What follows belongs to an exercise in optimizing a design on an open flow for small area, a short achievable clock period and few clock cycles per item; a production flow would make more cautious choices.
RTL that was checked went through simulation tests only; none was proved equivalent to the original.
Function not checked in runs 6 and 7: the RTL went through the layout flow alone.

## flow/design.v (module list and top-level ports; edited modules follow where they fit)
// module tec_padd: 44 lines
// module tec_pinc: 36 lines
// module tec_lzc32: 32 lines
// module tec_fadd: 95 lines
// module tec_fmul: 81 lines
// module tec_mul24cs: 1085 lines
// module tec_tick: 141 lines
module tec_tick (
    input  wire         clk,
    input  wire         rst,         
    input  wire         start,       
    input  wire         on,          
    input  wire [511:0] temp,        
    input  wire [511:0] w,           
    input  wire [31:0]  b0,
    input  wire [31:0]  b1,
    input  wire [31:0]  b2,
    input  wire [31:0]  a1,
    input  wire [31:0]  a2,
    input  wire [31:0]  off,
    input  wire [31:0]  lo,
    input  wire [31:0]  hi,
    output wire         ready,       
    output reg          done,        
    output reg  [31:0]  mix,
    output wire [31:0]  y
);
  // ...
==> flow/flow/run.sh <==
#!/bin/bash
# Layout flow: the standard ORFS flow (standard.sh), run in two parts:
#  1. synthesis and floorplan as standard;
#  2. placement to the final layout, with
#     - plain buf_1 cells as the port buffers (instead of delay cells);
#     - the port pins placed by flow/pins.tcl before the IO placer runs, so
#       that the port bits feeding one operand-register bit sit together;
#     - a setup-slack target for the timing repair after clock-tree synthesis
#       and after global routing, so that the repair works towards the period
#       the design can reach rather than stopping at the design's 60 ns
#       clock, which every path already meets.
# Each part's full output goes to a log file of its own in this folder.
set -uo pipefail
export BUFFER_PORTS_ARGS="-buffer_cell sky130_fd_sc_hd__buf_1"
export PRE_IO_PLACEMENT_TCL="$PWD/flow/pins.tcl"
bash standard.sh synth floorplan > flow_1_synth_floorplan.log 2>&1 || exit 1
export SETUP_SLACK_MARGIN=46.5
bash standard.sh > flow_2_place_to_finish.log 2>&1 || exit 1
==> flow/flow/pins.tcl <==
# Places every port pin on the die's edge, in an order that keeps together
# the port bits that feed (or come from) the same bit of the operand
# registers: for bit j, TEMP[0..15] bit j, B0 B1 B2 A1 A2 bit j, W[0..15]
# bit j, LO HI OFF bit j, then MIX and Y bit j. The pins go clockwise from
# the lower left corner, spread evenly over the positions available:
# vertical-layer (met2) tracks on the bottom and top edges, every other
# horizontal-layer (met3) track on the left and right edges.
set order {}
for {set j 0} {$j < 32} {incr j} {
  for {set i 0} {$i < 16} {incr i} { lappend order "temp\[[expr {32 * $i + $j}]\]" }
  foreach p {b0 b1 b2 a1 a2} { lappend order "$p\[$j\]" }
  for {set i 0} {$i < 16} {incr i} { lappend order "w\[[expr {32 * $i + $j}]\]" }
  foreach p {lo hi off mix y} { lappend order "$p\[$j\]" }
}
foreach p {clk rst start on ready done} { lappend order $p }

set die [ord::get_die_area]
set dx [lindex $die 2]
set dy [lindex $die 3]
set m 2.0
# positions: {layer x y}, clockwise
set pos {}
set x [expr {0.23 + 0.46 * ceil(($m - 0.23) / 0.46)}]
while {$x <= $dx - $m} { lappend pos [list met2 $x 0]; set x [expr {$x + 0.46}] }
set y [expr {0.34 + 1.36 * ceil(($m - 0.34) / 1.36)}]
while {$y <= $dy - $m} { lappend pos [list met3 $dx $y]; set y [expr {$y + 1.36}] }
set xs {}
set x [expr {0.23 + 0.46 * ceil(($m - 0.23) / 0.46)}]
while {$x <= $dx - $m} { lappend xs $x; set x [expr {$x + 0.46}] }
foreach x [lreverse $xs] { lappend pos [list met2 $x $dy] }
set ys {}
set y [expr {0.34 + 1.36 * ceil(($m - 0.34) / 1.36)}]
while {$y <= $dy - $m} { lappend ys $y; set y [expr {$y + 1.36}] }
foreach y [lreverse $ys] { lappend pos [list met3 0 $y] }

set np [llength $pos]
set n [llength $order]
if {$n > $np} { error "pins.tcl: $n pins but only $np positions" }
for {set k 0} {$k < $n} {incr k} {
  set q [lindex $pos [expr {int($k * double($np) / $n)}]]
  place_pin -pin_name [lindex $order $k] -layer [lindex $q 0] \
    -location [list [lindex $q 1] [lindex $q 2]] -force_to_die_boundary
}
==> flow/standard.sh <==
#!/bin/bash
# synth_recipe.tcl (not shown) runs the flow's synth.tcl, then flattens the netlist and writes it again
# the make line also repeats each setting of config.mk as NAME=value (left out here)
make -C /OpenROAD-flow-scripts/flow DESIGN_CONFIG=/design/flow/config.mk WORK_HOME=/design/flow/orfs CLKGATE_MAP_FILE= SYNTH_SCRIPT=/design/flow/synth_recipe.tcl "${@:-finish}"
==> flow/config.mk <==
export PLATFORM = sky130hd
export DESIGN_NAME = tec_tick
export DESIGN_NICKNAME = tec_tick
export VERILOG_FILES = /design/flow/design.v
export SDC_FILE = /design/flow/constraint.sdc
export NUM_CORES = 8
export LEC_CHECK = 0
export ABC_AREA = 1
export CAP_MARGIN = 20
export CORE_AREA = 5 5 375 375
export CTS_BUF_LIST = sky130_fd_sc_hd__clkbuf_4 sky130_fd_sc_hd__clkbuf_8
export DIE_AREA = 0 0 380 380
export PLACE_DENSITY = 0.65
export SLEW_MARGIN = 20
==> flow/constraint.sdc <==
create_clock -name core_clock -period 60.0 [get_ports {clk}]
set_input_delay 12.0000 -clock core_clock [delete_from_list [all_inputs] [get_ports {clk}]]
set_output_delay 12.0000 -clock core_clock [all_outputs]
set_load 0.01 [all_outputs]
==> impl_metrics.yaml, run 1 <==
outcome:
  status: "complete, no violations"
layout:
  clkCellAreaFrac: 0.0223
  nets: 11900
  buffers: 1583
  layout_common_cells: "nand2_1, buf_1, inv_1, nor2_1, nand3_1"
  seq_area_sq_mm: 0.00606
worst_hold_path:
  whs_path_depth: 2
synth:
  syn_nets: 10800
  muxShareOfSynthArea: 0.00160
  synth_top_family_by_area: "simple AND/OR/NAND/NOR gates"
  synthTopCellsByCount: "nand2_1, inv_1, nor2_1"
  yosysSeqAreaShare: 0.107
  yosysUniqueCellTypes: 76
worst_setup_path:
  critPathCapture: "y[6]"
  required_ns: 48.00
  r2r-start: "a_acc"
  cp_cell_sequence: "buf_1"
  critPathCaptureType: "primary output"
grt:
  grt_pass1_vias: 69200
  grt_max_degree: 81
  grt_use_met2: 0.645
  grt_antenna_before_repair: 27
sta:
  hold_viol: 0
  rsz0062_at_grt: "false"
  timing.hold.ws_ns: 0.448
  fmax_mhz: 74.2
  fin_skew_ns: 0.0627
die:
  initial_core_util: 0.413
placed_design:
  placed_cell_area_sq_mm: 0.0630
  io_buffers: 1349
clock_tree:
  clk_pin_slew_ns: 0.06
detailed_routing:
  top_layer_used: "met5"
  initialDrtViolationCount: 10800
  wl_met2_um: 140000
flow_run:
  maxCapViolations: 0
Testbench counts, summed over its fixed seeds: cycles 114,228, ticks 4,800.
==> module tec_tick, before the edit <==
module tec_tick (
    input  wire         clk,
    input  wire         rst,         
    input  wire         start,       
    input  wire         on,          
    input  wire [511:0] temp,        
    input  wire [511:0] w,           
    input  wire [31:0]  b0,
    input  wire [31:0]  b1,
    input  wire [31:0]  b2,
    input  wire [31:0]  a1,
    input  wire [31:0]  a2,
    input  wire [31:0]  off,
    input  wire [31:0]  lo,
    input  wire [31:0]  hi,
    output wire         ready,       
    output reg          done,        
    output reg  [31:0]  mix,
    output wire [31:0]  y
);
    reg         idle;
    wire        busy = ~idle;
    reg  [4:0]  c;           
    reg         on_r;
    reg  [31:0] opa, opb, p, acc;
    reg  [31:0] x1, x2, y1, y2;
    assign ready = idle;
    assign y     = y1;
    reg         a_acc, b_acc, b_neg;      
    wire [31:0] add_a = a_acc ? acc : mix;
    wire [31:0] add_b0 = b_acc ? acc : p;
    wire [31:0] add_b = {add_b0[31] ^ b_neg, add_b0[30:0]};
    wire [31:0] sum;
    tec_fadd u_add (.a(add_a), .b(add_b), .s(sum));
    wire [31:0] prod;
    tec_fmul u_mul (.a(opa), .b(opb), .p(prod));
    reg  [31:0] opa_n, opb_n;
    reg  [21:0] sel;
    reg  [31:0] ta [0:21];
    reg  [31:0] tb [0:21];
    integer j;
    always @* begin
        for (j = 0; j < 16; j = j + 1) begin
            sel[j] = (c == j);
            ta[j]  = {32{sel[j]}} & temp[32*j +: 32];
            tb[j]  = {32{sel[j]}} & w[32*j +: 32];
        end
        sel[16] = (c == 5'd16) | (c == 5'd17);
        sel[17] = (c == 5'd18);
        sel[18] = (c == 5'd19);
        sel[19] = (c == 5'd20);
        sel[20] = (c == 5'd21);
        sel[21] = (c == 5'd22);
        ta[16] = {32{sel[16]}} & b1;  tb[16] = {32{sel[16]}} & x1;
        ta[17] = {32{sel[17]}} & b0;  tb[17] = {32{sel[17]}} & sum;
        ta[18] = {32{sel[18]}} & b2;  tb[18] = {32{sel[18]}} & x2;
        ta[19] = {32{sel[19]}} & a1;  tb[19] = {32{sel[19]}} & y1;
        ta[20] = {32{sel[20]}} & a2;  tb[20] = {32{sel[20]}} & y2;
        ta[21] = {32{sel[21]}} & lo;  tb[21] = {32{sel[21]}} & hi;
        opa_n = (((ta[0] | ta[1]) | (ta[2] | ta[3])) | ((ta[4] | ta[5]) | (ta[6] | ta[7])))
              | (((ta[8] | ta[9]) | (ta[10] | ta[11])) | ((ta[12] | ta[13]) | (ta[14] | ta[15])))
              | (((ta[16] | ta[17]) | (ta[18] | ta[19])) | (ta[20] | ta[21]));
        opb_n = (((tb[0] | tb[1]) | (tb[2] | tb[3])) | ((tb[4] | tb[5]) | (tb[6] | tb[7])))
              | (((tb[8] | tb[9]) | (tb[10] | tb[11])) | ((tb[12] | tb[13]) | (tb[14] | tb[15])))
              | (((tb[16] | tb[17]) | (tb[18] | tb[19])) | (tb[20] | tb[21]));
    end
    function automatic is_nan(input [31:0] v);
        is_nan = (v[30:23] == 8'hFF) && (v[22:0] != 0);
    endfunction
    function automatic f_lt(input [31:0] v, input [31:0] u);
        reg [31:0] kv, ku;
        begin
            kv = v[31] ? ~v : {1'b1, v[30:0]};
            ku = u[31] ? ~u : {1'b1, u[30:0]};
            f_lt = kv < ku;
        end
    endfunction
    wire        s_nan = is_nan(sum), l_nan = is_nan(opa), h_nan = is_nan(opb);
    wire        s_lt_l = f_lt(sum, opa);
    wire        h_lt_s = f_lt(opb, sum);
    wire        h_lt_l = f_lt(opb, opa);
    wire        z_is_l = l_nan ? 1'b0 : (s_nan | s_lt_l);              
    wire        z_nan  = s_nan & l_nan;
    wire        h_lt_z = z_is_l ? h_lt_l : h_lt_s;
    wire        y_is_h = h_nan ? 1'b0 : (z_nan | h_lt_z);              
    wire [31:0] y_new  = y_is_h ? opb : (z_is_l ? opa : sum);
    always @(posedge clk) begin
        opa <= opa_n;
        opb <= opb_n;
        p   <= prod;
        a_acc <= (c >= 5'd18);               
        b_acc <= (c == 5'd17);
        b_neg <= (c >= 5'd21);
        if (idle) begin
            on_r <= on;
            mix  <= 32'h00000000;
        end else if (c >= 5'd2 && c <= 5'd17)
            mix <= sum;
        if (idle || c <= 5'd18)
            acc <= off;                      
        else if (c == 5'd19)
            acc <= p;                        
        else
            acc <= sum;
        if (rst) begin
            idle <= 1'b1;
            c    <= 5'd0;
            done <= 1'b0;
            x1   <= 32'h00000000;
            x2   <= 32'h00000000;
            y1   <= 32'h00000000;
            y2   <= 32'h00000000;
        end else begin
            done <= 1'b0;
            if (idle) begin
                if (start) begin
                    idle <= 1'b0;
                    c    <= 5'd1;
                end
            end else begin
                c <= c + 5'd1;
                if (c == 5'd17 && !on_r) begin
                    idle <= 1'b1;
                    c    <= 5'd0;
                    done <= 1'b1;
                end
                if (c == 5'd19) begin
                    x1 <= opb;
                    x2 <= x1;
                end
                if (c == 5'd23) begin
                    y1   <= y_new;
                    y2   <= y1;
                    idle <= 1'b1;
                    c    <= 5'd0;
                    done <= 1'b1;
                end
            end
        end
    end
endmodule
==> run 2, diff against run 1 <==
--- a/flow/design.v
+++ b/flow/design.v
@@ -1408,34 +1408,11 @@
     wire [31:0] prod;
     tec_fmul u_mul (.a(opa), .b(opb), .p(prod));
-    reg  [31:0] opa_n, opb_n;
-    reg  [21:0] sel;
-    reg  [31:0] ta [0:21];
-    reg  [31:0] tb [0:21];
-    integer j;
-    always @* begin
-        for (j = 0; j < 16; j = j + 1) begin
-            sel[j] = (c == j);
-            ta[j]  = {32{sel[j]}} & temp[32*j +: 32];
-            tb[j]  = {32{sel[j]}} & w[32*j +: 32];
-        end
-        sel[16] = (c == 5'd16) | (c == 5'd17);
-        sel[17] = (c == 5'd18);
-        sel[18] = (c == 5'd19);
-        sel[19] = (c == 5'd20);
-        sel[20] = (c == 5'd21);
-        sel[21] = (c == 5'd22);
-        ta[16] = {32{sel[16]}} & b1;  tb[16] = {32{sel[16]}} & x1;
-        ta[17] = {32{sel[17]}} & b0;  tb[17] = {32{sel[17]}} & sum;
-        ta[18] = {32{sel[18]}} & b2;  tb[18] = {32{sel[18]}} & x2;
-        ta[19] = {32{sel[19]}} & a1;  tb[19] = {32{sel[19]}} & y1;
-        ta[20] = {32{sel[20]}} & a2;  tb[20] = {32{sel[20]}} & y2;
-        ta[21] = {32{sel[21]}} & lo;  tb[21] = {32{sel[21]}} & hi;
-        opa_n = (((ta[0] | ta[1]) | (ta[2] | ta[3])) | ((ta[4] | ta[5]) | (ta[6] | ta[7])))
-              | (((ta[8] | ta[9]) | (ta[10] | ta[11])) | ((ta[12] | ta[13]) | (ta[14] | ta[15])))
-              | (((ta[16] | ta[17]) | (ta[18] | ta[19])) | (ta[20] | ta[21]));
-        opb_n = (((tb[0] | tb[1]) | (tb[2] | tb[3])) | ((tb[4] | tb[5]) | (tb[6] | tb[7])))
-              | (((tb[8] | tb[9]) | (tb[10] | tb[11])) | ((tb[12] | tb[13]) | (tb[14] | tb[15])))
-              | (((tb[16] | tb[17]) | (tb[18] | tb[19])) | (tb[20] | tb[21]));
-    end
+    wire [31:0] opa_n, opb_n;
+    tec_opmux u_mux (
+        .c(c), .temp(temp), .w(w),
+        .b0(b0), .b1(b1), .b2(b2), .a1(a1), .a2(a2), .lo(lo), .hi(hi),
+        .x1(x1), .x2(x2), .y1(y1), .y2(y2), .x0(sum),
+        .opa_n(opa_n), .opb_n(opb_n)
+    );
     function automatic is_nan(input [31:0] v);
         is_nan = (v[30:23] == 8'hFF) && (v[22:0] != 0);
@@ -1513,2 +1490,51 @@
     end
 endmodule
+module tec_opmux (
+    input  wire [4:0]   c,
+    input  wire [511:0] temp,
+    input  wire [511:0] w,
+    input  wire [31:0]  b0,
+    input  wire [31:0]  b1,
+    input  wire [31:0]  b2,
+    input  wire [31:0]  a1,
+    input  wire [31:0]  a2,
+    input  wire [31:0]  lo,
+    input  wire [31:0]  hi,
+    input  wire [31:0]  x1,
+    input  wire [31:0]  x2,
+    input  wire [31:0]  y1,
+    input  wire [31:0]  y2,
+    input  wire [31:0]  x0,
+    output reg  [31:0]  opa_n,
+    output reg  [31:0]  opb_n
+);
+    reg  [21:0] sel;
+    reg  [31:0] ta [0:21];
+    reg  [31:0] tb [0:21];
+    integer j;
+    always @* begin
+        for (j = 0; j < 16; j = j + 1) begin
+            sel[j] = (c == j);
+            ta[j]  = {32{sel[j]}} & temp[32*j +: 32];
+            tb[j]  = {32{sel[j]}} & w[32*j +: 32];
+        end
+        sel[16] = (c == 5'd16) | (c == 5'd17);
+        sel[17] = (c == 5'd18);
+        sel[18] = (c == 5'd19);
+        sel[19] = (c == 5'd20);
+        sel[20] = (c == 5'd21);
+        sel[21] = (c == 5'd22);
+        ta[16] = {32{sel[16]}} & b1;  tb[16] = {32{sel[16]}} & x1;
+        ta[17] = {32{sel[17]}} & b0;  tb[17] = {32{sel[17]}} & x0;
+        ta[18] = {32{sel[18]}} & b2;  tb[18] = {32{sel[18]}} & x2;
+        ta[19] = {32{sel[19]}} & a1;  tb[19] = {32{sel[19]}} & y1;
+        ta[20] = {32{sel[20]}} & a2;  tb[20] = {32{sel[20]}} & y2;
+        ta[21] = {32{sel[21]}} & lo;  tb[21] = {32{sel[21]}} & hi;
+        opa_n = (((ta[0] | ta[1]) | (ta[2] | ta[3])) | ((ta[4] | ta[5]) | (ta[6] | ta[7])))
+              | (((ta[8] | ta[9]) | (ta[10] | ta[11])) | ((ta[12] | ta[13]) | (ta[14] | ta[15])))
+              | (((ta[16] | ta[17]) | (ta[18] | ta[19])) | (ta[20] | ta[21]));
+        opb_n = (((tb[0] | tb[1]) | (tb[2] | tb[3])) | ((tb[4] | tb[5]) | (tb[6] | tb[7])))
+              | (((tb[8] | tb[9]) | (tb[10] | tb[11])) | ((tb[12] | tb[13]) | (tb[14] | tb[15])))
+              | (((tb[16] | tb[17]) | (tb[18] | tb[19])) | (tb[20] | tb[21]));
+    end
+endmodule
--- a/flow/flow/run.sh
+++ b/flow/flow/run.sh
@@ -1,6 +1,5 @@
 #!/bin/bash
 # Layout flow: the standard ORFS flow (standard.sh), run in two parts:
-#  1. synthesis and floorplan as standard;
-#  2. placement to the final layout, with
+#  2. placement to the final layout (standard.sh), with
 #     - plain buf_1 cells as the port buffers (instead of delay cells);
 #     - the port pins placed by flow/pins.tcl before the IO placer runs, so
@@ -12,7 +11,13 @@
 # Each part's full output goes to a log file of its own in this folder.
 set -uo pipefail
+W=$PWD
 export BUFFER_PORTS_ARGS="-buffer_cell sky130_fd_sc_hd__buf_1"
-export PRE_IO_PLACEMENT_TCL="$PWD/flow/pins.tcl"
-bash standard.sh synth floorplan > flow_1_synth_floorplan.log 2>&1 || exit 1
+export PRE_IO_PLACEMENT_TCL="$W/flow/pins.tcl"
+export SYNTH_KEEP_MODULES=tec_opmux
+export MUX_ABC_SCRIPT="$W/flow/abc_mux.script"
+export MAIN_ABC_SCRIPT="$W/flow/abc_main.script"
+sed -e "s#SYNTH_SCRIPT=[^ ]*#SYNTH_SCRIPT=$W/flow/synth.tcl#" standard.sh > own_synth.sh
+grep -q "SYNTH_SCRIPT=$W/flow/synth.tcl" own_synth.sh || exit 1
+bash own_synth.sh synth floorplan > flow_1_synth_floorplan.log 2>&1 || exit 1
 export SETUP_SLACK_MARGIN=46.5
 bash standard.sh > flow_2_place_to_finish.log 2>&1 || exit 1
==> flow/flow/abc_main.script (new file) <==
strash
dch
map
topo
stime -c
buffer -c
upsize -c
dnsize -c
==> flow/flow/abc_mux.script (new file) <==
strash
&get -n
&st
&dch
&nf -R 1000
&put
topo
stime -c
==> flow/flow/synth.tcl (new file) <==
proc synth {args} { yosys synth -nofsm -noshare {*}$args }
proc abc {args} {
  set i [lsearch -exact $args -script]
  set margs $args
  lset margs [expr {$i + 1}] $::env(MUX_ABC_SCRIPT)
  yosys abc {*}$margs tec_opmux
  lset args [expr {$i + 1}] $::env(MAIN_ABC_SCRIPT)
  yosys abc {*}$args tec_tick
}
source $::env(SCRIPTS_DIR)/synth.tcl
# left out here: clear keep_hierarchy, flatten, clean up, hide names made inside functions, write 1_2_yosys.v
==> run 2 against run 1 <==
Effect of this change:
- fmax is 0.14% lower
- clock skew increased by 0.023 ns
- core utilization up 0.87 points
- setup slack got worse by 0.019 ns
- first-iteration DRC count down 6.2%
- die area is the same
- non-clock buffer count is 3 lower
- cell count is 2.5% lower
==> impl_metrics.yaml, run 2 <==
detailed_routing:
  postRouteAntennaNets: 0
  routed_wl_um: 327000
  drcViolationCount: 0
  vias_per_cell: 6.43
  wl_per_cell_um: 28.2
  num_vias: 74400
  dr.pass1.iters: 12
  initialDrtViolationCount: 10100
die:
  core_sq_mm: 0.136
  rows: 135
  chipWidth_um: 380
  initial_core_util: 0.422
  die_y_um: 380
  ios: 0
  die_area_sq_mm: 0.144
worst_setup_path:
  critPathCaptureType: "primary output"
  crit_arrival_ns: 1.49
  required_ns: 48.00
  critPathMaxStageDelay_ns: 0.46
  setup.worst_path.class: "flip-flop to primary output"
  worstPathMaxFanout: 4
  cp_slowest_cell: "dfxtp_2"
  crit_path_start_kind: "flip-flop"
  critPathTopFamily: "flip-flops"
  cp_cell_sequence: "buf_4"
  path_buf_inv: 1
synth:
  yosys.area.top_type: "dfxtp_1"
  netlist_area_sq_mm: 0.0573
  syn_nets: 10400
  async_flop_share: 0
  synth.avg_cell_area_sq_um: 6.73
  synth_edf_count: 1
  synth_top_cell_area_share: 0.104
  yosysMostFrequentCell: "nand2_1"
  yosysUniqueCellTypes: 105
  synthFlopType: "dfxtp_1"
  synthTopCellsByCount: "nand2_1, inv_1, nor2_1"
  synth-seq-cells: 299
  netlist_top_cells_area: "dfxtp_1, fa_1, nand2_1"
  synth_cells: 8512
  synth_warnings: 29
  yosysSeqAreaShare: 0.105
grt:
  grt_util_all_layers: 0.423
  globalRouteOverflowTotal: 0
  grt_pass1_wl_um: 465000
  grt_antenna_before_repair: 27
  grt_pass1_vias: 72000
  grt_max_degree: 70
sta:
  hold_viol: 0
  period_minus_slack_ns: 13.49
  setup_viol: 0
  fin_skew_ns: 0.0852
  timing.hold.ws_ns: 0.479
  period_share: 0.225
  slew_violations: 0
  fmax_mhz: 74.1
  max_slew.worst_pin.slew_ns: 1.12
  fin_setup_tns_ns: 0
  relSlewSlack: 0.247
  rsz0062_at_grt: "true"
  fin_ws_ns: 46.51
placed_design:
  gp_congestion: 1.08
  io_buffers: 1349
  placed_cells: 11400
  dp_hpwl_um: 249000
  placed_cell_area_sq_mm: 0.0643
  pre_cts_ws_ns: 44.52
layout:
  drive_above_1_share: 0.0750
  final_common_cell: "buf_1"
  postLayoutCellArea_sq_mm: 0.0667
  layout_common_cells: "buf_1, nand2_1, inv_1, nor2_1, nand3_1"
  layout.cells.non_filler: 11600
  seq_area_sq_mm: 0.00604
  syn2layout_area_growth_pct: 16.4
  nets: 11600
  fillCellCount: 14200
  fin_util: 0.491
  multiInputGateArea_sq_mm: 0.0461
clock_tree:
  cts_hold_repair.buffers: 0
  clk_latency_ns: 0.81
  clk_pin_slew_ns: 0.07
  cts_buffer_depth: 3
  cts.sinks: 299
  cts_max_level: 2
  cts-root-buf: "clkbuf_8"
  tritoncts: "built"
  cts_buffers: 58
worst_hold_path:
  hold_path.class: "flip-flop to flip-flop"
flow_run:
  maxCapViolations: 0
outcome:
  status: "complete, no violations"
## run 2: cell types whose count changed in the layout (fill, tap and decap cells not counted), moves of 176 or more
cell,delta
a22oi_1,+448
inv_1,-176
nand3_1,+206
nor2_1,+216
nand2_1,-973
a221oi_1,-205
## run 2: logic make-up (layout without fill, tap and decap cells)
group           Yosys count  count (layout)  share of synthesized area
compound gates         2459            2459                      0.292
xor+xnor                503             503                     0.0770
fa+ha+maj               618             618                      0.172
buf+inv                1431            2679                      0.101
flops                   299             299                      0.105
mux                       4               4                   0.000699
other cells               1              20                  0.0000654
simple gates           3197            3198                      0.253
## run 2: area by class of cell
| cell class | count | area share |
|---|---|---|
| well taps | 1781 | 0.0334 |
| diodes | 19 | 0.000713 |
| clock inverters | 32 | 0.00596 |
| repair inverters | 1 | 0.000113 |
| multi-input cells | 6783 | 0.691 |
| clock buffers | 77 | 0.0149 |
| flip-flops and latches | 299 | 0.0905 |
| inverters | 989 | 0.0560 |
| repair buffers | 1580 | 0.107 |
## run 2: repair_timing
item / CTS / global route
setup endpoints to repair: 65 / 95
pin swaps: 2 / 5
gates resized for setup: 93 / 97
buffers inserted: 5 / 21
cloned: 1 / 3
## run 2: layer usage
| metal | wire length (um) | up-vias | track usage |
|---|---|---|---|
| met4 | 29700 | 14 | 0.316 |
| met3 | 37700 | 1331 | 0.112 |
| met5 | 81 | - | 0 |
| met1 | 118000 | 35200 | 0.501 |
| li1 | - | 32800 | - |
| met2 | 141000 | 5106 | 0.657 |
## run 2: modules after synthesis (local to each module, per instance)
| module | cells inside | flops+latches | copies in the design | area, sq um |
|---|---|---|---|---|
| tec_tick | 7584 | 299 | 1 | 50700 |
| tec_opmux | 928 | 0 | 1 | 6650 |
## run 2: final timing paths
path,slack [ns],to,startpoint,cells after the start
max,46.51,mix[12],mix[12],1
min,0.48,opb[17],y2[17],2
max reg2reg,46.89,y1[31],a_acc,58
min reg2reg,0.48,opb[17],y2[17],2
Testbench counts of run 2, summed over its fixed seeds: cycles 114,228, ticks 4,800.
==> run 3, diff against run 2 <==
==> flow/flow/abc_main.script (replaced) <==
strash
dch
map -D 9000
topo
stime -c
buffer -c
upsize -c
dnsize -c
==> run 3 against run 2 <==
Effect of this change:
- still clean on timing, DRC and antenna
- critical path depth is the same
- synthesized area decreased by 9.0%
- critical endpoint is now mix[18]
- largest cell class unchanged
==> impl_metrics.yaml, run 3 <==
die:
  ios: 0
  chipWidth_um: 380
  initial_core_util: 0.384
  core_sq_mm: 0.136
  rows: 135
  die_area_sq_mm: 0.144
  die_y_um: 380
clock_tree:
  clk_pin_slew_ns: 0.09
  cts-root-buf: "clkbuf_8"
  cts_hold_repair.buffers: 0
  clk_latency_ns: 0.77
  cts_max_level: 3
  tritoncts: "built"
  cts_buffer_depth: 3
  cts_buffers: 67
  cts.sinks: 299
sta:
  fin_skew_ns: 0.0529
  fmax_mhz: 74.3
  fin_setup_tns_ns: 0
  hold_viol: 0
  period_minus_slack_ns: 13.46
  max_slew.worst_pin.slew_ns: 1.19
  relSlewSlack: 0.209
  period_share: 0.224
  slew_violations: 0
  setup_viol: 0
  rsz0062_at_grt: "true"
placed_design:
  gp_congestion: 1.04
  io_buffers: 1349
  dp_hpwl_um: 237000
worst_setup_path:
  crit_path_start_kind: "flip-flop"
  cp_cell_sequence: "buf_2"
  crit_arrival_ns: 1.46
  setup.worst_path.class: "flip-flop to primary output"
  r2r-start: "opb[30]"
  critPathMaxStageDelay_ns: 0.47
  required_ns: 48.00
  path_buf_inv: 1
  critPathTopFamily: "flip-flops"
  critPathCaptureType: "primary output"
  crit_path_start: "mix[18]"
  cp_slowest_cell: "dfxtp_2"
  worstPathMaxFanout: 3
detailed_routing:
  wl_per_cell_um: 28.3
  vias_per_cell: 6.18
  postRouteAntennaNets: 0
  initialDrtViolationCount: 8303
  routed_wl_um: 311000
  dr.pass1.iters: 12
  drcViolationCount: 0
  num_vias: 68000
worst_hold_path:
  hold_start: "x1[13]"
  hold_path.class: "flip-flop to flip-flop"
synth:
  async_flop_share: 0
  synth_warnings: 29
  yosys.area.top_type: "dfxtp_1"
  synth_edf_count: 1
  synthFlopType: "dfxtp_1"
  yosysUniqueCellTypes: 83
  yosysSeqAreaShare: 0.115
  synth-seq-cells: 299
  netlist_top_cells_area: "dfxtp_1, fa_1, ha_1"
  yosysMostFrequentCell: "nand2_1"
  synthTopCellsByCount: "nand2_1, inv_1, nor2_1"
  syn_nets: 9721
  netlist_area_sq_mm: 0.0521
  synth_top_cell_area_share: 0.114
  synth.avg_cell_area_sq_um: 6.67
  synth_cells: 7819
grt:
  grt_util_all_layers: 0.405
  globalRouteOverflowTotal: 0
  grt_max_degree: 91
  grt_antenna_before_repair: 15
  grt_pass1_wl_um: 442000
  grt_pass1_vias: 66600
layout:
  drive_above_1_share: 0.0956
  final_common_cell: "buf_1"
  layout_common_cells: "buf_1, nand2_1, inv_1, nor2_1, o21ai_0"
  nets: 11100
  syn2layout_area_growth_pct: 22.7
  fillCellCount: 14500
outcome:
  status: "complete, no violations"
flow_run:
  maxCapViolations: 0
[run 3: cell families after synthesis]
group | synth area share
muxes | 0.00326
adders and majority gates | 0.189
DFF | 0.115
and+or+nand+nor | 0.199
other | 0.0000719
xor gates and xnor gates | 0.0904
AOI/OAI and AO/OA | 0.298
buffers and inverters | 0.105
[run 3: modules after synthesis, one instance, submodules excluded]
module,cells inside,flip-flops and latches,times used
tec_tick,6891,299,1
tec_opmux,928,0,1
[run 3: layer usage]
| layer | up-vias | part of all wire | global-route usage |
|---|---|---|---|
| met5 | - | 0.000029 | 0 |
| met2 | 4569 | 0.44 | 0.644 |
| met4 | 2 | 0.079 | 0.253 |
| li1 | 30000 | - | - |
| met3 | 1111 | 0.10 | 0.0979 |
| met1 | 32300 | 0.38 | 0.493 |
[run 3: final cells by class]
cell class              instances  area (sq um)  area share
diodes                         12          30.0    0.000470
clock buffers                  97          1230      0.0192
clock inverters                21           328     0.00513
inverters                    1031          4010      0.0627
multi-input cells            6115         42100       0.659
flip-flops and latches        299          6080      0.0952
well taps                    1781          2230      0.0348
repair buffers               1649          7860       0.123
repair inverters                8          50.0    0.000783
[run 3: final timing paths]
path,endpoint,slack [ns],cells past startpoint
setup / recovery,mix[18],46.54,1
hold / removal,x2[13],0.47,2
setup reg to reg,p[29],46.94,75
hold reg to reg,x2[13],0.47,2
[run 3: what timing repair did]
action,CTS,global route
gates cloned,17,6
buffers inserted,44,58
pin swaps,22,57
gates resized for setup,234,256
hold endpoints to repair,0,0
endpoints found under the setup margin,113,65
[run 3: through the flow]
stage	hold slack, ns	instance area [sq um]	util	worst slack (ns)	std cells
after floorplan	0.443	52100	-	46.77	7819
after global placement	0.459	59500	0.438	43.40	10800
after detailed placement	0.466	59500	0.438	43.20	10800
after CTS	0.468	62400	0.459	46.50	10900
after global routing	0.491	63900	0.471	46.34	11000
final	0.470	63900	0.471	46.54	11000
==> run 4, diff against run 3 <==
--- a/flow/config.mk
+++ b/flow/config.mk
@@ -9,5 +9,4 @@
 export CAP_MARGIN = 20
 export CORE_AREA = 5 5 375 375
-export CTS_BUF_LIST = sky130_fd_sc_hd__clkbuf_4 sky130_fd_sc_hd__clkbuf_8
 export DIE_AREA = 0 0 380 380
 export PLACE_DENSITY = 0.65
==> run 4 against run 3 <==
Effect of this change:
- still clean
- hold slack gained 0.011 ns
- core utilization decreased by 0.16 points
- synthesized area unchanged
- fmax is 0.11% lower
- first-iteration DRC count grew 3.2%
- clock skew down 0.0054 ns
- critical endpoint is now mix[20]
- largest cell class unchanged
==> impl_metrics.yaml, run 4 <==
synth:
  synth_cells: 7819
  synthTopCellsByCount: "nand2_1, inv_1, nor2_1"
  yosys.area.top_type: "dfxtp_1"
  synth.avg_cell_area_sq_um: 6.67
  synthFlopType: "dfxtp_1"
  netlist_top_cells_area: "dfxtp_1, fa_1, ha_1"
  synth_warnings: 29
  yosysSeqAreaShare: 0.115
  yosysUniqueCellTypes: 83
  synth_edf_count: 1
  async_flop_share: 0
  synth_top_cell_area_share: 0.114
  syn_nets: 9721
  yosysMostFrequentCell: "nand2_1"
  netlist_area_sq_mm: 0.0521
  synth-seq-cells: 299
grt:
  grt_max_degree: 91
  grt_antenna_before_repair: 15
  globalRouteOverflowTotal: 0
  grt_util_all_layers: 0.404
  grt_pass1_wl_um: 441000
  grt_pass1_vias: 66300
clock_tree:
  cts_hold_repair.buffers: 0
  clk_latency_ns: 0.66
  tritoncts: "built"
  cts_buffer_depth: 3
  cts.sinks: 299
  cts-root-buf: "clkbuf_16"
  clk_pin_slew_ns: 0.06
  cts_buffers: 41
  cts_max_level: 2
worst_setup_path:
  setup.worst_path.class: "flip-flop to primary output"
  r2r_slack_ns: 47.00
  critPathCaptureType: "primary output"
  crit_path_start_kind: "flip-flop"
  r2r-end: "p[14]"
  path_buf_inv: 1
  reg2reg_depth: 64
  worstPathMaxFanout: 3
  critPathTopFamily: "flip-flops"
  crit_arrival_ns: 1.48
  cp_slowest_cell: "dfxtp_1"
  cp_cell_sequence: "buf_1"
  required_ns: 48.00
  r2r-start: "opb[13]"
  critPathMaxStageDelay_ns: 0.53
detailed_routing:
  wl_per_cell_um: 28.5
  postRouteAntennaNets: 0
  num_vias: 68000
  drcViolationCount: 0
  routed_wl_um: 312000
  initialDrtViolationCount: 8572
  vias_per_cell: 6.20
  dr.pass1.iters: 10
layout:
  postLayoutCellArea_sq_mm: 0.0637
  fillCellCount: 14500
  drive_above_1_share: 0.0879
  fin_util: 0.469
  final_common_cell: "buf_1"
  nets: 11100
  layout_common_cells: "buf_1, nand2_1, inv_1, nor2_1, o21ai_0"
  layout.cells.non_filler: 11000
  syn2layout_area_growth_pct: 22.3
sta:
  setup_viol: 0
  timing.hold.ws_ns: 0.481
  relSlewSlack: 0.118
  rsz0062_at_grt: "true"
  fmax_mhz: 74.2
  period_share: 0.225
  max_slew.worst_pin.slew_ns: 1.32
  fin_ws_ns: 46.52
  slew_violations: 0
  fin_skew_ns: 0.0475
  fin_setup_tns_ns: 0
  period_minus_slack_ns: 13.48
  hold_viol: 0
die:
  chipWidth_um: 380
  rows: 135
  initial_core_util: 0.384
  core_sq_mm: 0.136
  die_y_um: 380
  ios: 0
  die_area_sq_mm: 0.144
placed_design:
  pre_cts_ws_ns: 43.20
  dp_hpwl_um: 237000
  gp_congestion: 1.04
  placed_cells: 10800
  placed_cell_area_sq_mm: 0.0595
  io_buffers: 1349
worst_hold_path:
  hold_path.class: "flip-flop to flip-flop"
  whs_endpoint: "opb[9]"
  whs_path_depth: 2
  hold_start: "y2[9]"
flow_run:
  maxCapViolations: 0
outcome:
  status: "complete, no violations"
run 4: per-layer routing:
layer | global-route usage | up-vias | part of all wire
li1 | - | 30000 | -
met1 | 0.492 | 32400 | 0.37
met2 | 0.646 | 4522 | 0.44
met3 | 0.0960 | 1129 | 0.11
met4 | 0.249 | 4 | 0.077
met5 | 0 | - | 0.000090
run 4: worst reg2reg max path, delay by kind of cell (launching register included):
kind | cells | cell delay (ns)
AOI/OAI and AO/OA | 17 | 3.88
buffers and inverters | 17 | 3.55
and+or+nand+nor | 23 | 3.09
adders and majority gates | 5 | 1.42
xor gates and xnor gates | 2 | 0.60
DFF | 1 | 0.37
run 4: area by class of cell:
| type | instances | area [sq um] | area share |
|---|---|---|---|
| Multi-Input combinational cell | 6116 | 42100 | 0.661 |
| Timing Repair Buffer | 1654 | 7880 | 0.124 |
| Sequential cell | 299 | 6040 | 0.0948 |
| Inverter | 1031 | 4000 | 0.0627 |
| Tap cell | 1781 | 2230 | 0.0350 |
| Clock buffer | 49 | 1110 | 0.0174 |
| Clock inverter | 25 | 274 | 0.00430 |
| Timing Repair inverter | 7 | 45.0 | 0.000707 |
| Antenna cell | 12 | 30.0 | 0.000471 |
run 4: how the worst max path moves through the flow:
| stage | from | to | slack, ns | cells past startpoint |
|---|---|---|---|---|
| CTS | opb[13] | p[29] | 46.50 | 78 |
| detailed placement | a_acc | y1[6] | 43.20 | 73 |
| finish | mix[20] | mix[20] | 46.52 | 1 |
| global route | opa[26] | p[29] | 46.36 | 80 |
| global placement | a_acc | y1[6] | 43.40 | 78 |
| floorplan | rst | y1[10] | 46.77 | 3 |
run 4: modules after synthesis (local to each module, per instance):
module | cells inside | cell area [sq um] | flip-flops and latches | copies in the design
tec_tick | 6891 | 45500 | 299 | 1
tec_opmux | 928 | 6650 | 0 | 1
run 4: repair_timing:
action | in CTS | in global routing
resized for setup | 194 | 244
setup buffers | 44 | 63
cloned | 17 | 6
pin swaps | 21 | 55
endpoints found under the setup margin | 181 | 73
run 4: kinds of logic (layout without fill, tap and decap cells):
family                     Yosys count  in the layout  share of synthesized area
other                                1             13                  0.0000719
xor gates and xnor gates           538            538                     0.0904
AOI/OAI and AO/OA                 2503           2503                      0.298
and+or+nand+nor                   2434           2439                      0.199
buffers and inverters             1409           2766                      0.105
adders and majority gates          618            618                      0.189
DFF                                299            299                      0.115
muxes                               17             17                    0.00326
==> run 5, diff against run 4 <==
--- a/flow/config.mk
+++ b/flow/config.mk
@@ -8,6 +8,7 @@
 export ABC_AREA = 1
 export CAP_MARGIN = 20
-export CORE_AREA = 5 5 375 375
-export DIE_AREA = 0 0 380 380
-export PLACE_DENSITY = 0.65
+export CORE_AREA = 5 5 345 345
+export CTS_BUF_LIST = sky130_fd_sc_hd__clkbuf_4 sky130_fd_sc_hd__clkbuf_8
+export DIE_AREA = 0 0 350 350
+export PLACE_DENSITY = 0.7
 export SLEW_MARGIN = 20
==> run 5 against run 4 <==
Effect of this change:
- die area decreased by 15%
- cell count decreased by 2.4%
- global-route usage increased by 3.5 points
- hold slack got worse by 0.0091 ns
- highest routed layer unchanged
- still clean
==> impl_metrics.yaml, run 5 <==
sta:
  period_share: 0.225
  fin_ws_ns: 46.50
  fin_skew_ns: 0.0571
  fin_setup_tns_ns: 0
  timing.hold.ws_ns: 0.471
  rsz0062_at_grt: "false"
  hold_viol: 0
  setup_viol: 0
  slew_violations: 0
  relSlewSlack: 0.209
  period_minus_slack_ns: 13.50
  max_slew.worst_pin.slew_ns: 1.19
  fmax_mhz: 74.1
grt:
  grt_util_all_layers: 0.439
  met1_usage: 0.513
  grt_use_met2: 0.694
  globalRouteOverflowTotal: 0
  use_met3: 0.119
  grt.busiest_layer: "met2"
  grt_max_degree: 98
  grt_antenna_before_repair: 13
  grt_pass1_vias: 65400
  grt_pass1_wl_um: 408000
synth:
  synthFlopType: "dfxtp_1"
  yosys.area.top_type: "dfxtp_1"
  synth_top_cell_area_share: 0.114
  netlist_top_cells_area: "dfxtp_1, fa_1, ha_1"
  synth_warnings: 29
  synth_cells: 7819
  synthTopCellsByCount: "nand2_1, inv_1, nor2_1"
  syn_nets: 9721
  synth-seq-cells: 299
  netlist_area_sq_mm: 0.0521
  yosysSeqAreaShare: 0.115
  yosysMostFrequentCell: "nand2_1"
  synth_edf_count: 1
  async_flop_share: 0
  yosysUniqueCellTypes: 83
  synth.avg_cell_area_sq_um: 6.67
worst_hold_path:
  hold_path.class: "flip-flop to flip-flop"
layout:
  fin_util: 0.548
  postLayoutCellArea_sq_mm: 0.0629
  final_common_cell: "buf_1"
  layout_common_cells: "buf_1, nand2_1, inv_1, nor2_1, o21ai_0"
  layout.cells.non_filler: 10700
  drive_above_1_share: 0.0862
  syn2layout_area_growth_pct: 20.6
  nets: 11000
  fillCellCount: 11700
clock_tree:
  clk_latency_ns: 0.80
  cts-root-buf: "clkbuf_8"
  tritoncts: "built"
  cts_buffer_depth: 3
  clk_pin_slew_ns: 0.07
  cts.sinks: 299
  cts_buffers: 57
  cts_hold_repair.buffers: 0
  cts_max_level: 2
worst_setup_path:
  critPathTopFamily: "flip-flops"
  required_ns: 48.00
  critPathCaptureType: "primary output"
  setup.worst_path.class: "flip-flop to primary output"
  worstPathMaxFanout: 3
  cp_slowest_cell: "dfxtp_1"
  crit_arrival_ns: 1.50
  cp_cell_sequence: "buf_2"
  path_buf_inv: 1
  crit_path_start_kind: "flip-flop"
  critPathMaxStageDelay_ns: 0.49
placed_design:
  placed_cells: 10500
  placed_cell_area_sq_mm: 0.0591
  gp_congestion: 1.13
  dp_hpwl_um: 220000
  io_buffers: 1349
  pre_cts_ws_ns: 43.67
detailed_routing:
  postRouteAntennaNets: 0
  vias_per_cell: 6.44
  wl_per_cell_um: 27.3
  initialDrtViolationCount: 9815
  routed_wl_um: 292000
  drcViolationCount: 0
  num_vias: 68900
  dr.pass1.iters: 17
die:
  die_y_um: 350
  ios: 0
  initial_core_util: 0.455
  core_sq_mm: 0.115
  chipWidth_um: 350
  die_area_sq_mm: 0.123
  rows: 124
outcome:
  status: "complete, no violations"
flow_run:
  maxCapViolations: 0
[run 5: timing repair]
item	CTS	global route
pin swaps	12	32
endpoints found under the setup margin	133	58
setup buffers	25	56
gates resized for setup	149	240
gates cloned	10	15
[run 5: cell families after synthesis]
kind of cell,after synthesis,synth area share
other,1,0.0000719
buffers and inverters,1409,0.105
multiplexers,17,0.00326
XOR/XNOR,538,0.0904
adder cells (fa/ha/maj),618,0.189
AO/OA/AOI/OAI,2503,0.298
flip-flops,299,0.115
AND/OR/NAND/NOR,2434,0.199
[run 5: path summary, 6_finish.rpt]
check,startpoint,end,slack [ns],cells after the start
worst max-delay path,mix[19],mix[19],46.50,1
worst min-delay path,y2[15],opb[15],0.47,2
worst max register to register,a_acc,y1[1],46.91,64
worst min register to register,y2[15],opb[15],0.47,2
[run 5: routing by layer]
layer  vias to the layer above  wire, um
met5                         -        97
li1                      30000         -
met1                     32300    103000
met3                      1470     34500
met4                        12     25900
met2                      5218    129000
[run 5: area by class of cell]
class	instances	area, sq um	area share
timing repair buffer	1630	7710	0.123
tap	1512	1890	0.0301
timing repair inverter	7	48.8	0.000776
sequential	299	6040	0.0961
clock buffer	80	1040	0.0165
multi-input combinational	6115	41800	0.665
antenna	11	27.5	0.000438
clock inverter	26	325	0.00517
inverter	1031	3990	0.0635
[run 5: modules after synthesis, one instance, submodules excluded]
| module | area, sq um | flops+latches | times used |
|---|---|---|---|
| tec_tick | 45500 | 299 | 1 |
| tec_opmux | 6650 | 0 | 1 |
==> module tec_fmul, before the edit <==
module tec_fmul (
    input  wire [31:0] a,
    input  wire [31:0] b,
    output reg  [31:0] p
);
    wire [7:0]  ea = a[30:23], eb = b[30:23];
    wire        a_max = &ea, b_max = &eb;
    wire        a_fz = ~|a[22:0], b_fz = ~|b[22:0];
    wire        a_nor = |ea, b_nor = |eb;
    wire        a_nan = a_max & ~a_fz, b_nan = b_max & ~b_fz;
    wire        a_inf = a_max & a_fz,  b_inf = b_max & b_fz;
    wire        a_zero = ~a_nor & a_fz, b_zero = ~b_nor & b_fz;
    wire        sp = a[31] ^ b[31];
    wire [23:0] ma = {a_nor, a[22:0]};
    wire [23:0] mb = {b_nor, b[22:0]};
    wire [47:0] rs, rc, prod;
    tec_mul24cs u_cs (.ma(ma), .mb(mb), .s(rs), .c(rc));
    tec_padd #(48) u_cpa (.a(rs), .b(rc), .ci(1'b0), .s(prod), .co());
    wire [5:0]  lza_r, lzb_r;
    tec_lzc32 u_lza (.a({ma, 8'd0}), .n(lza_r));
    tec_lzc32 u_lzb (.a({mb, 8'd0}), .n(lzb_r));
    wire [4:0]  lza = lza_r[4:0], lzb = lzb_r[4:0];
    reg  [4:0]  tza, tzb;
    integer i;
    always @* begin
        tza = 5'd24;
        tzb = 5'd24;
        for (i = 23; i >= 0; i = i - 1) begin
            if (ma[i]) tza = i[4:0];
            if (mb[i]) tzb = i[4:0];
        end
    end
    wire [5:0]  tzs = {1'b0, tza} + {1'b0, tzb};     
    wire signed [10:0] e46 = $signed({3'd0, ea[7:1], ea[0] | ~a_nor})
                           + $signed({3'd0, eb[7:1], eb[0] | ~b_nor}) - 11'sd127;
    wire        [5:0]  lzs = {1'b0, lza} + {1'b0, lzb};
    reg  [5:0]  lsh;
    reg  signed [10:0] e1;
    reg  [10:0] rsh;
    reg  [6:0]  sw;
    reg  [7:0]  e1c;
    reg         st_hi, st_lo, ovf_hi, ovf_lo;
    always @* begin
        if ($signed({5'd0, lzs}) < e46)
            lsh = lzs;
        else if (e46 > 11'sd1)
            lsh = e46[5:0] - 6'd1;
        else
            lsh = 6'd0;
        e1 = e46 - $signed({5'd0, lsh});
        rsh = (e1 < 11'sd1) ? (11'd1 - e1) : 11'd0;
        sw  = (rsh > 11'd50) ? 7'd74 : (7'd23 + rsh[6:0] - {1'b0, lsh});
        e1c = (e1 < 11'sd1) ? 8'd1 : e1[7:0];
        st_hi  = {1'b0, tzs} < sw;
        st_lo  = {1'b0, tzs} + 7'd1 < sw;
        ovf_hi = e1 > 11'sd253;
        ovf_lo = e1 > 11'sd254;
    end
    wire [48:0] wfull = {prod, 1'b0} >> sw;
    wire [25:0] wv = wfull[25:0];
    wire        top = wv[25];
    wire [22:0] frac = top ? wv[24:2] : wv[23:1];
    wire        g    = top ? wv[1] : wv[0];
    wire        lsb  = top ? wv[2] : wv[1];
    wire        st   = top ? st_hi : st_lo;
    wire [7:0]  fe   = top ? e1c + 8'd1 : (wv[24] ? e1c : 8'd0);
    wire        ovf  = top ? ovf_hi : (wv[24] & ovf_lo);
    wire        inc  = g & (st | lsb);
    wire [30:0] mag;
    tec_pinc #(31) u_rnd (.a({fe, frac}), .ci(inc), .s(mag), .co());
    always @* begin
        if (a_nan || b_nan || (a_inf && b_zero) || (b_inf && a_zero))
            p = 32'h7FC00000;
        else if (a_inf || b_inf || ovf)
            p = {sp, 8'hFF, 23'd0};
        else if (a_zero || b_zero)
            p = {sp, 31'd0};
        else
            p = {sp, mag};
    end
endmodule
==> run 6, diff against run 5 <==
--- a/flow/design.v
+++ b/flow/design.v
@@ -245,5 +245,5 @@
     reg  signed [10:0] e1;
     reg  [10:0] rsh;
-    reg  [6:0]  sw;
+    reg  [5:0]  sw;
     reg  [7:0]  e1c;
     reg         st_hi, st_lo, ovf_hi, ovf_lo;
@@ -257,8 +257,8 @@
         e1 = e46 - $signed({5'd0, lsh});
         rsh = (e1 < 11'sd1) ? (11'd1 - e1) : 11'd0;
-        sw  = (rsh > 11'd50) ? 7'd74 : (7'd23 + rsh[6:0] - {1'b0, lsh});
+        sw  = (rsh > 11'd26) ? 6'd49 : (6'd23 + rsh[5:0] - lsh);   
         e1c = (e1 < 11'sd1) ? 8'd1 : e1[7:0];
-        st_hi  = {1'b0, tzs} < sw;
-        st_lo  = {1'b0, tzs} + 7'd1 < sw;
+        st_hi  = tzs < sw;
+        st_lo  = {1'b0, tzs} + 7'd1 < {1'b0, sw};
         ovf_hi = e1 > 11'sd253;
         ovf_lo = e1 > 11'sd254;
@@ -1393,4 +1393,5 @@
 );
     reg         idle;
+    reg         rst_r;       
     wire        busy = ~idle;
     reg  [4:0]  c;           
@@ -1457,8 +1458,4 @@
             c    <= 5'd0;
             done <= 1'b0;
-            x1   <= 32'h00000000;
-            x2   <= 32'h00000000;
-            y1   <= 32'h00000000;
-            y2   <= 32'h00000000;
         end else begin
             done <= 1'b0;
@@ -1488,4 +1485,11 @@
             end
         end
+        rst_r <= rst;
+        if (rst_r) begin
+            x1   <= 32'h00000000;
+            x2   <= 32'h00000000;
+            y1   <= 32'h00000000;
+            y2   <= 32'h00000000;
+        end
     end
 endmodule
==> run 6 against run 5 <==
Effect of this change:
- still clean on timing, DRC and antenna
- register-to-register slack got worse by 0.05 ns
- synthesized area about the same
- critical endpoint is now mix[11]
- largest cell class unchanged
- highest routed layer unchanged
==> impl_metrics.yaml, run 6 <==
outcome:
  status: "complete, no violations"
clock_tree:
  cts_buffers: 59
  cts-root-buf: "clkbuf_8"
  clk_pin_slew_ns: 0.06
  cts_hold_repair.buffers: 0
  clk_latency_ns: 0.83
  cts.sinks: 300
  cts_buffer_depth: 3
  tritoncts: "built"
  cts_max_level: 2
sta:
  hold_viol: 0
  setup_viol: 0
  period_minus_slack_ns: 13.50
  slew_violations: 0
  max_slew.worst_pin.slew_ns: 1.23
  fin_skew_ns: 0.102
  relSlewSlack: 0.174
  period_share: 0.225
  fmax_mhz: 74.0
  fin_ws_ns: 46.50
  fin_setup_tns_ns: 0
  rsz0062_at_grt: "false"
detailed_routing:
  vias_per_cell: 6.44
  postRouteAntennaNets: 0
  wl_per_cell_um: 28.4
  num_vias: 68800
  drcViolationCount: 0
  routed_wl_um: 303000
  initialDrtViolationCount: 10900
  dr.pass1.iters: 16
worst_setup_path:
  critPathCaptureType: "primary output"
  worstPathMaxFanout: 3
  cp_slowest_cell: "dfxtp_4"
  critPathTopFamily: "flip-flops"
  required_ns: 48.00
  setup.worst_path.class: "flip-flop to primary output"
  crit_path_start_kind: "flip-flop"
  crit_arrival_ns: 1.50
  cp_cell_sequence: "buf_4"
  path_buf_inv: 1
  critPathMaxStageDelay_ns: 0.45
die:
  die_y_um: 350
  die_area_sq_mm: 0.123
  rows: 124
  core_sq_mm: 0.115
  chipWidth_um: 350
  ios: 0
  initial_core_util: 0.455
layout:
  drive_above_1_share: 0.0918
  layout_common_cells: "buf_1, nand2_1, inv_1, nor2_1, a22oi_1"
  syn2layout_area_growth_pct: 21.0
  nets: 11000
  final_common_cell: "buf_1"
  fillCellCount: 11700
grt:
  grt_util_all_layers: 0.457
  grt_pass1_vias: 64400
  globalRouteOverflowTotal: 0
  grt_antenna_before_repair: 17
  grt_max_degree: 72
  grt_pass1_wl_um: 420000
synth:
  synth.avg_cell_area_sq_um: 6.70
  yosys.area.top_type: "dfxtp_1"
  yosysSeqAreaShare: 0.115
  synthFlopType: "dfxtp_1"
  synth_top_cell_area_share: 0.115
  synth_warnings: 29
  syn_nets: 9686
  yosysMostFrequentCell: "nand2_1"
  netlist_area_sq_mm: 0.0521
  yosysUniqueCellTypes: 85
  synth_edf_count: 1
  netlist_top_cells_area: "dfxtp_1, fa_1, nand2_1"
  synthTopCellsByCount: "nand2_1, inv_1, nor2_1"
  async_flop_share: 0
  synth_cells: 7787
  synth-seq-cells: 300
worst_hold_path:
  hold_path.class: "flip-flop to flip-flop"
flow_run:
  maxCapViolations: 0
placed_design:
  gp_congestion: 1.08
  dp_hpwl_um: 226000
  pre_cts_ws_ns: 44.09
  io_buffers: 1349
==> run 6: cell types whose count changed in the layout (fill, tap and decap cells not counted), sizes merged, moves of 9 or more <==
cell,delta
nor2,-50
clkinv,-9
o21ai,-198
a21oi,+68
inv,-11
o211ai,+24
a211oi,+34
clkbuf,+10
nand2,+132
nand3,-14
==> run 6: worst paths after layout <==
kind,startpoint,to,slack (ns),cells past startpoint
min reg2reg,y2[23],y2[23],0.46,2
max reg2reg,b_acc,y1[28],46.86,73
max,mix[11],mix[11],46.50,1
min,y2[23],y2[23],0.46,2
==> run 6: repair_timing <==
| action | CTS | global route |
|---|---|---|
| setup buffers | 18 | 66 |
| gates resized for setup | 149 | 302 |
| cloned | 7 | 20 |
| pin swaps | 4 | 50 |
| hold endpoints to repair | 0 | 0 |
| endpoints found under the setup margin | 105 | 118 |
==> run 6: cell type report <==
| class | instances | area (sq um) | share of cell area |
|---|---|---|---|
| timing repair buffer | 1627 | 7770 | 0.123 |
| clock buffer | 84 | 1110 | 0.0175 |
| clock inverter | 22 | 402 | 0.00636 |
| antenna | 11 | 27.5 | 0.000436 |
| timing repair inverter | 8 | 50.0 | 0.000793 |
| tap | 1512 | 1890 | 0.0300 |
| sequential | 300 | 6110 | 0.0969 |
| inverter | 1024 | 3970 | 0.0629 |
| multi-input combinational | 6088 | 41800 | 0.662 |
==> run 6: kinds of logic after synthesis <==
logic type                 after synthesis  synth area share
buffers and inverters                 1400             0.106
adders and majority gates              615             0.188
AOI/OAI and AO/OA                     2430             0.296
and+or+nand+nor                       2485             0.200
xor gates and xnor gates               534            0.0898
other                                    1         0.0000719
muxes                                   22           0.00432
DFF                                    300             0.115
==> run 6: stage by stage <==
stage / instances / cell area, sq um / hold WS, ns / utilization
3_3_place_gp: 10400 / 59000 / 0.447 / 0.514
4_1_cts: 10600 / 61200 / 0.464 / 0.534
2_1_floorplan: 7787 / 52100 / 0.439 / -
5_1_grt: 10700 / 63100 / 0.472 / 0.550
3_5_place_dp: 10400 / 59000 / 0.454 / 0.514
6_report: 10700 / 63100 / 0.464 / 0.550
==> run 6: Yosys stat by module (local to each module, per instance) <==
| module | cells inside | copies in the design | flip-flops and latches | cell area, sq um |
|---|---|---|---|---|
| tec_tick | 6859 | 1 | 300 | 45500 |
| tec_opmux | 928 | 1 | 0 | 6650 |
==> run 6: per-layer routing <==
| layer | vias up | global-route usage | share of wire |
|---|---|---|---|
| met5 | - | 0.0100 | 0.00030 |
| met4 | 10 | 0.326 | 0.090 |
| met3 | 1470 | 0.155 | 0.14 |
| met2 | 5498 | 0.679 | 0.42 |
| met1 | 32000 | 0.552 | 0.35 |
| li1 | 29800 | - | - |
==> run 7, diff against run 6 <==
--- a/flow/flow/run.sh
+++ b/flow/flow/run.sh
@@ -20,4 +20,4 @@
 grep -q "SYNTH_SCRIPT=$W/flow/synth.tcl" own_synth.sh || exit 1
 bash own_synth.sh synth floorplan > flow_1_synth_floorplan.log 2>&1 || exit 1
-export SETUP_SLACK_MARGIN=46.5
+export SETUP_SLACK_MARGIN=47
 bash standard.sh > flow_2_place_to_finish.log 2>&1 || exit 1
==> run 7 against run 6 <==
Effect of this change:
- still clean on timing, DRC and antenna
- first-iteration DRC count rose by 4.4%
- clock skew fell by 0.012 ns
- register-to-register slack improved by 0.36 ns
==> impl_metrics.yaml, run 7 <==
grt:
  globalRouteOverflowTotal: 0
  grt_antenna_before_repair: 12
  grt_max_degree: 72
  grt_pass1_wl_um: 426000
  grt_util_all_layers: 0.463
  grt_pass1_vias: 65200
layout:
  drive_above_1_share: 0.133
  fin_util: 0.578
  nets: 11200
  layout_common_cells: "buf_1, nand2_1, inv_1, nor2_1, a22oi_1"
  postLayoutCellArea_sq_mm: 0.0662
  syn2layout_area_growth_pct: 27.0
  final_common_cell: "buf_1"
sta:
  max_slew.worst_pin.slew_ns: 1.18
  timing.hold.ws_ns: 0.464
  setup_viol: 0
  fin_setup_tns_ns: 0
  fmax_mhz: 74.6
  fin_skew_ns: 0.0897
  period_share: 0.223
  rsz0062_at_grt: "true"
  relSlewSlack: 0.205
  slew_violations: 0
  hold_viol: 0
  period_minus_slack_ns: 13.40
die:
  ios: 0
  core_sq_mm: 0.115
  die_area_sq_mm: 0.123
  rows: 124
  initial_core_util: 0.455
  die_y_um: 350
  chipWidth_um: 350
synth:
  yosys.area.top_type: "dfxtp_1"
  yosysSeqAreaShare: 0.115
  synth-adder-area-share: 0.188
  synth_top_family_by_area: "compound AO/OA/AOI/OAI gates"
  synth_cells: 7787
  synthFlopType: "dfxtp_1"
  synth-compound-area-share: 0.296
  synthTopCellsByCount: "nand2_1, inv_1, nor2_1"
  synth_warnings: 29
  synth_edf_count: 1
  async_flop_share: 0
  netlist_area_sq_mm: 0.0521
  synth_top_cell_area_share: 0.115
  synth-xor-area-share: 0.0898
  yosys.area_share.simple: 0.200
  yosysUniqueCellTypes: 85
  synth-seq-cells: 300
  yosysMostFrequentCell: "nand2_1"
  synth.avg_cell_area_sq_um: 6.70
  muxShareOfSynthArea: 0.00432
  netlist_top_cells_area: "dfxtp_1, fa_1, nand2_1"
  syn_nets: 9686
placed_design:
  io_buffers: 1349
  placed_cell_area_sq_mm: 0.0590
  dp_hpwl_um: 226000
  gp_congestion: 1.08
clock_tree:
  cts_buffer_depth: 3
  clk_latency_ns: 0.82
  cts.sinks: 300
  cts_max_level: 2
  cts_buffers: 59
  clk_pin_slew_ns: 0.06
  tritoncts: "built"
  cts-root-buf: "clkbuf_8"
worst_setup_path:
  worstPathMaxFanout: 2
  setup.worst_path.class: "flip-flop to primary output"
  cp_slowest_cell: "dfxtp_4"
  critPathTopFamily: "flip-flops"
  crit_arrival_ns: 1.40
  critPathMaxStageDelay_ns: 0.44
  crit_path_start_kind: "flip-flop"
  required_ns: 48.00
  cp_cell_sequence: "buf_12"
  critPathCaptureType: "primary output"
  path_buf_inv: 1
detailed_routing:
  wl_per_cell_um: 29.0
  num_vias: 70600
  initialDrtViolationCount: 11400
  vias_per_cell: 6.51
  routed_wl_um: 314000
  postRouteAntennaNets: 0
  dr.pass1.iters: 10
  drcViolationCount: 0
outcome:
  status: "complete, no violations"
worst_hold_path:
  hold_path.class: "flip-flop to flip-flop"
flow_run:
  maxCapViolations: 0
==> run 7: cell types whose count changed in the layout (fill, tap and decap cells not counted), moves of 16 or more <==
cell	previous run	this run
o21ai_2	57	75
dfxtp_4	13	52
a21oi_1	477	454
nor2_1	683	667
buf_1	1331	1282
o21ai_0	507	479
dfxtp_1	247	201
buf_6	14	90
buf_4	227	345
a21oi_2	24	43
==> run 7: kinds of logic after synthesis <==
kind of cell / after synthesis
adders and majority gates: 615
AOI/OAI and AO/OA: 2430
DFF: 300
other: 1
and+or+nand+nor: 2485
buffers and inverters: 1400
xor gates and xnor gates: 534
muxes: 22
==> run 7: final timing paths <==
check | slack, ns | from | end | cells after the start
max | 46.60 | mix[11] | mix[11] | 1
min | 0.46 | x2[12] | x2[12] | 2
max reg2reg | 47.22 | b_acc | y1[29] | 70
min reg2reg | 0.46 | x2[12] | x2[12] | 2
==> run 7: cell type report <==
| class | count | area (sq um) |
|---|---|---|
| Antenna cell | 8 | 20.0 |
| Clock buffer | 84 | 1110 |
| Inverter | 1024 | 4010 |
| Multi-Input combinational cell | 6088 | 42600 |
| Sequential cell | 300 | 6270 |
| Timing Repair inverter | 12 | 85.1 |
| Fill cell | 11500 | 48400 |
| Clock inverter | 22 | 402 |
| Timing Repair Buffer | 1785 | 9870 |
| Tap cell | 1512 | 1890 |
==> run 7: tightest hold or removal path, stage by stage (launching register included) <==
cell	delay, ns
dfxtp_1	0.31
nand2_1	0.06
a21oi_1	0.05
==> run 7: what timing repair did <==
item | 4_1_cts | 5_1_grt
cloned | 12 | 35
gates resized for setup | 482 | 453
buffers inserted | 81 | 144
setup endpoints to repair | 193 | 184
pin swaps | 8 | 109
hold buffers | 0 | 0
endpoints found under the hold margin | 0 | 0
==> run 7: routing by layer <==
layer  GRT usage  up-vias  part of all wire
met4       0.338       14             0.092
met3       0.156     1585              0.14
met5     0.00270        -           0.00046
met1       0.561    33100              0.35
met2       0.685     5756              0.42
li1            -    30200                 -
==> run 7: per-module statistics from Yosys, one instance, submodules excluded <==
module / times used / area, sq um / flip-flops and latches
tec_tick: 1 / 45500 / 300
tec_opmux: 1 / 6650 / 0
==> run 7: metrics by stage <==
step                setup slack (ns)  std cells
floorplan                      46.69       7787
global placement               44.01      10400
detailed placement             44.09      10400
CTS                            46.60      10600
global route                   46.59      10800
finish                         46.60      10800

## separate check: timing with driven ports
Ports are ideal in the flow. The routed layouts listed here were re-timed in OpenROAD. Step 1 (the two cells are an assumption about what drives the block):
set clk [get_ports {clk}]
set_driving_cell -lib_cell sky130_fd_sc_hd__clkbuf_16 $clk
set_driving_cell -lib_cell sky130_fd_sc_hd__buf_2 [delete_from_list [all_inputs] $clk]
Step 2 times the ports against the registers' clock, not the clock port: input delays grow and output delays shrink by t, the midpoint of the rising clock arrivals with the driver on. a / b / c = no drivers / after step 1 / after step 2; a / b = the first two.
run	t, ns	setup WS [ns]	worst setup path after step 2	worst register clock-pin slew, ns	cell pins on the clock port's net
run 1	0.861	46.524 / 46.433 / 45.999	input to register	0.08 / 0.08	1
run 2	0.857	46.505 / 46.416 / 45.898	input to register	0.07 / 0.07	1
run 3	0.828	46.540 / 46.456 / 45.778	input to register	0.09 / 0.09	1
run 4	0.718	46.525 / 46.440 / 45.931	input to register	0.08 / 0.08	1
run 5	0.843	46.503 / 46.424 / 45.781	input to register	0.08 / 0.08	1
run 6	0.859	46.495 / 46.415 / 45.854	input to register	0.10 / 0.10	1
run 7	0.866	46.596 / 46.508 / 46.284	input to register	0.10 / 0.10	1
After both steps every run listed still meets setup and hold. For run 3, which loses most, drivers alone change the setup slack by -0.084 ns; drivers and shift together by -0.762 ns.
